What follows belongs to an exercise in optimizing a design on an open flow for small area; a production flow would make more cautious choices.
Power is estimated from default activity; no workload was simulated.

==> trial 55: inputs <==
## nixie_core
module nixie_core (
    input  wire       clk,
    input  wire       rst,           
    input  wire       tick_in,       
    input  wire [7:0] btn_in,        
    input  wire       scl_i,         
    input  wire       sda_i,         
    output reg        scl_oe,        
    output reg        sda_oe,        
    output wire [5:0] anode_out,
    output wire [7:0] cathode_out
);
    reg [2:0] btn_s1, btn_s2;
    reg       scl_s1, scl_s2, sda_s1, sda_s2;
    always @(posedge clk) begin
        btn_s1 <= btn_in[2:0];
        btn_s2 <= btn_s1;
        scl_s1 <= scl_i;
        scl_s2 <= scl_s1;
        sda_s1 <= sda_i;
        sda_s2 <= sda_s1;
    end
    wire [2:0] sample = ~btn_s2;
    localparam [3:0] F_INIT_RD  = 4'b0000;
    localparam [3:0] F_INIT_WR0 = 4'b0001;
    localparam [3:0] F_RSEC_WR  = 4'b0010;
    localparam [3:0] F_UPD_S    = 4'b0011;
    localparam [3:0] F_MIN_RD   = 4'b0100;
    localparam [3:0] F_MIN_WR   = 4'b0101;
    localparam [3:0] F_MIN_RD2  = 4'b0110;
    localparam [3:0] F_UPD_M    = 4'b0111;
    localparam [3:0] F_HR_RD    = 4'b1000;
    localparam [3:0] F_HR_WR    = 4'b1001;
    localparam [3:0] F_HR_RD2   = 4'b1010;
    localparam [3:0] F_UPD_H    = 4'b1011;
  ...
==> flow/config.mk <==
export PLATFORM = sky130hd
export DESIGN_NAME = nixie_core
export DESIGN_NICKNAME = nixie_core
export VERILOG_FILES = /design/flow/design.v
export SDC_FILE = /design/flow/constraint.sdc
export NUM_CORES = 4
export LEC_CHECK = 0
export ABC_AREA = 1
export CAP_MARGIN = 20
export CORE_MARGIN = 2
export CORE_UTILIZATION = 70
export CTS_BUF_LIST = sky130_fd_sc_hd__clkbuf_8
export CTS_CLUSTER_DIAMETER = 100
export CTS_CLUSTER_SIZE = 40
export SLEW_MARGIN = 20
==> flow/constraint.sdc <==
create_clock -name core_clock -period 10.0 [get_ports {clk}]
set_input_delay 2.0000 -clock core_clock [delete_from_list [all_inputs] [get_ports {clk}]]
set_output_delay 2.0000 -clock core_clock [all_outputs]
set_load 0.01 [all_outputs]
run.sh (not shown) runs the stock make flow with config.mk's settings and CLKGATE_MAP_FILE= SYNTH_SCRIPT=/design/flow/synth_recipe.tcl, a recipe that flattens the netlist after the stock synthesis.
==> trial 13: changes against trial 55 <==
--- a/flow/design.v
+++ b/flow/design.v
@@ -17,38 +17,38 @@
         btn_s2 <= btn_s1;
         scl_s1 <= scl_i;
         scl_s2 <= scl_s1;
         sda_s1 <= sda_i;
         sda_s2 <= sda_s1;
     end
     wire [2:0] sample = ~btn_s2;
-    localparam [3:0] F_INIT_RD  = 4'b0000;
-    localparam [3:0] F_INIT_WR0 = 4'b0001;
-    localparam [3:0] F_RSEC_WR  = 4'b0010;
-    localparam [3:0] F_UPD_S    = 4'b0011;
-    localparam [3:0] F_MIN_RD   = 4'b0100;
-    localparam [3:0] F_MIN_WR   = 4'b0101;
-    localparam [3:0] F_MIN_RD2  = 4'b0110;
-    localparam [3:0] F_UPD_M    = 4'b0111;
-    localparam [3:0] F_HR_RD    = 4'b1000;
-    localparam [3:0] F_HR_WR    = 4'b1001;
-    localparam [3:0] F_HR_RD2   = 4'b1010;
-    localparam [3:0] F_UPD_H    = 4'b1011;
-    localparam [3:0] F_DEB      = 4'b1100;
-    localparam [3:0] F_INIT_WR7 = 4'b1101;
-    localparam [3:0] S_START = 4'b0000;
-    localparam [3:0] S_RS    = 4'b0001;
-    localparam [3:0] S_RETRY = 4'b0010;
-    localparam [3:0] S_STOP  = 4'b0011;
-    localparam [3:0] S_HANG  = 4'b0100;
-    localparam [3:0] S_ADW   = 4'b1000;
-    localparam [3:0] S_REG   = 4'b1001;
-    localparam [3:0] S_DATA  = 4'b1010;
-    localparam [3:0] S_ADR   = 4'b1011;
-    localparam [3:0] S_RX    = 4'b1100;
+    localparam [3:0] F_INIT_RD  = 4'd0;
+    localparam [3:0] F_INIT_WR0 = 4'd1;
+    localparam [3:0] F_INIT_WR7 = 4'd2;
+    localparam [3:0] F_UPD_S    = 4'd3;
+    localparam [3:0] F_UPD_M    = 4'd4;
+    localparam [3:0] F_UPD_H    = 4'd5;
+    localparam [3:0] F_DEB      = 4'd6;
+    localparam [3:0] F_RSEC_WR  = 4'd7;
+    localparam [3:0] F_MIN_RD   = 4'd8;
+    localparam [3:0] F_MIN_WR   = 4'd9;
+    localparam [3:0] F_MIN_RD2  = 4'd10;
+    localparam [3:0] F_HR_RD    = 4'd11;
+    localparam [3:0] F_HR_WR    = 4'd12;
+    localparam [3:0] F_HR_RD2   = 4'd13;
+    localparam [3:0] S_START = 4'd0;
+    localparam [3:0] S_ADW   = 4'd1;
+    localparam [3:0] S_RETRY = 4'd2;
+    localparam [3:0] S_REG   = 4'd3;
+    localparam [3:0] S_DATA  = 4'd4;
+    localparam [3:0] S_RS    = 4'd5;
+    localparam [3:0] S_ADR   = 4'd6;
+    localparam [3:0] S_RX    = 4'd7;
+    localparam [3:0] S_STOP  = 4'd8;
+    localparam [3:0] S_HANG  = 4'd9;
     localparam [9:0] T_END = 10'h001;
     localparam [9:0] T_1   = 10'h200;
     localparam [9:0] T_2   = 10'h100;
     localparam [9:0] T_3   = 10'h080;
     localparam [9:0] T_4   = 10'h240;
     localparam [9:0] T_5   = 10'h120;
     localparam [9:0] T_6   = 10'h090;
@@ -57,14 +57,15 @@
     reg [3:0] fst;
     reg [3:0] sst;
     reg [2:0] ph;
     reg [3:0] bitn;       
     reg [9:0] timer;
     reg [6:0] rb;         
     reg [2:0] cand, conf;
+    reg [2:0] stab;       
     wire [2:0] rise = cand & ~conf;
     wire       t_end = (timer == T_END);
     wire [9:0] t_next = {timer[8:0], timer[9] ^ timer[6]};
     wire is_wr = (fst == F_INIT_WR0) || (fst == F_INIT_WR7) || (fst == F_RSEC_WR) ||
                  (fst == F_MIN_WR) || (fst == F_HR_WR);
     wire f_min = (fst == F_UPD_M) || (fst == F_MIN_RD) || (fst == F_MIN_WR) || (fst == F_MIN_RD2);
     wire f_hr  = (fst == F_UPD_H) || (fst == F_HR_RD) || (fst == F_HR_WR) || (fst == F_HR_RD2);
@@ -125,24 +126,24 @@
             cand   <= 3'd0;
         end else if (fst == F_DEB) begin
             if (!t_end)
                 timer <= t_next;
             else begin
                 timer <= T_999;
                 if (sample == cand) begin
-                    bitn[2:0] <= {bitn[1:0], ~bitn[2]};
-                    if (bitn[2:0] == 3'b110) begin
+                    stab <= {stab[1:0], ~stab[2]};
+                    if (stab == 3'b110) begin
                         if (rise[0])      begin fst <= F_RSEC_WR; timer <= T_3; end
                         else if (rise[1]) begin fst <= F_MIN_RD;  timer <= T_4; end
                         else if (rise[2]) begin fst <= F_HR_RD;   timer <= T_5; end
                         else              begin fst <= F_UPD_S;   timer <= T_6; end
                     end
                 end else begin
                     cand <= sample;
-                    bitn[2:0] <= 3'b000;
+                    stab <= 3'b000;
                 end
             end
         end else if (sst == S_HANG) begin
         end else if (!t_end) begin
             timer <= t_next;
         end else begin
             case (sst)
@@ -203,15 +204,15 @@
                                 F_INIT_WR7: fst <= F_UPD_S;
                                 F_UPD_S:    fst <= F_UPD_M;
                                 F_UPD_M:    fst <= F_UPD_H;
                                 F_UPD_H: begin
                                     fst   <= F_DEB;
                                     conf  <= cand;
                                     cand  <= sample;
-                                    bitn[2:0] <= 3'b000;
+                                    stab  <= 3'b000;
                                     timer <= T_999;
                                 end
                                 F_RSEC_WR: begin
                                     if (rise[1])      begin fst <= F_MIN_RD; timer <= T_2; end
                                     else if (rise[2]) begin fst <= F_HR_RD;  timer <= T_3; end
                                     else              begin fst <= F_UPD_S;  timer <= T_4; end
                                 end
- CORE_UTILIZATION: 70 -> 40
- CTS_BUF_LIST: sky130_fd_sc_hd__clkbuf_8 -> not set
- CTS_CLUSTER_DIAMETER: 100 -> not set
- CTS_CLUSTER_SIZE: 40 -> not set
==> notes <==
Routed wire length: trial 55 is smaller than trial 13 (2.8%). Of trial 55 and trial 13, trial 13 has the higher clock power (gap 32%, measured against trial 13). Against trial 13, the first-iteration DRC count of trial 55 is higher by about 50%. Trial 55 ran to the end with no violations. Trial 13 completed without violations. Between trial 13 and trial 55, the lower clock-buffer cell count is in trial 55 (gap 1). Of trial 13 and trial 55, trial 13 has the higher setup slack (gap 85 ps). In trial 13 the register-to-register slack is higher than in trial 55, by 320 ps. In trial 13 the combinational power is larger than in trial 55, by about 12%.
==> figures <==
                                                                      trial 13        trial 55
Run status                                                      finished clean  finished clean
Peak VDD IR                                                        0.0000889 V     0.0000883 V
Area share of the leading cell type in the synthesized netlist           0.276           0.278
N_taps                                                                     172              96
Kind of critical path                                                in -> reg      reg -> out
Final HPWL from detailed placement                                     9410 µm         9280 µm
Post-synthesis sequential area ratio                                     0.376           0.362
# clk buffers                                                               10               9
Internal Dissipation                                                0.000601 W      0.000483 W
Slew @ Worst Pin                                                        832 ps          925 ps
Slew margin rel.                                                         0.440           0.381
Routing usage on met1                                                    0.251           0.425
Total nets after synthesis                                                 763             725
Drt via density                                                           5.29            6.13
Total buffers and inverters traversed by the critical path                   4               3
Final Cell Area                                                       5790 µm²        5480 µm²
Function was not checked in any run of this note: the RTL went through the layout flow alone.

## static timing again, ports no longer ideal
Ports are ideal in the flow. The routed layouts listed here were re-timed in OpenROAD.
Step 1 (the two cells are an assumption about what drives the block):
set clk [get_ports {clk}]
set_driving_cell -lib_cell sky130_fd_sc_hd__clkbuf_16 $clk
set_driving_cell -lib_cell sky130_fd_sc_hd__buf_2 [delete_from_list [all_inputs] $clk]
Step 2 also shifts input and output timing later by t, the mid clock arrival at the registers, as if the neighbouring blocks saw the same clock.
Slacks: ideal / step 1 / step 2; pairs: ideal / step 1.
| run | t (ns) | setup slack, ns | hold WS [ns] | pins driven straight from the clock port |
|---|---|---|---|---|
| trial 55 | 0.398 | 5.964 / 5.931 / 6.329 | 0.334 / 0.334 / 0.334 | 1 |
| trial 13 | 0.394 | 6.048 / 6.055 / 5.673 | 0.327 / 0.327 / 0.327 | 1 |
After both steps every run listed still meets setup and hold. For trial 13, which loses most, drivers alone change the setup slack by +0.007 ns; drivers and shift together by -0.375 ns.
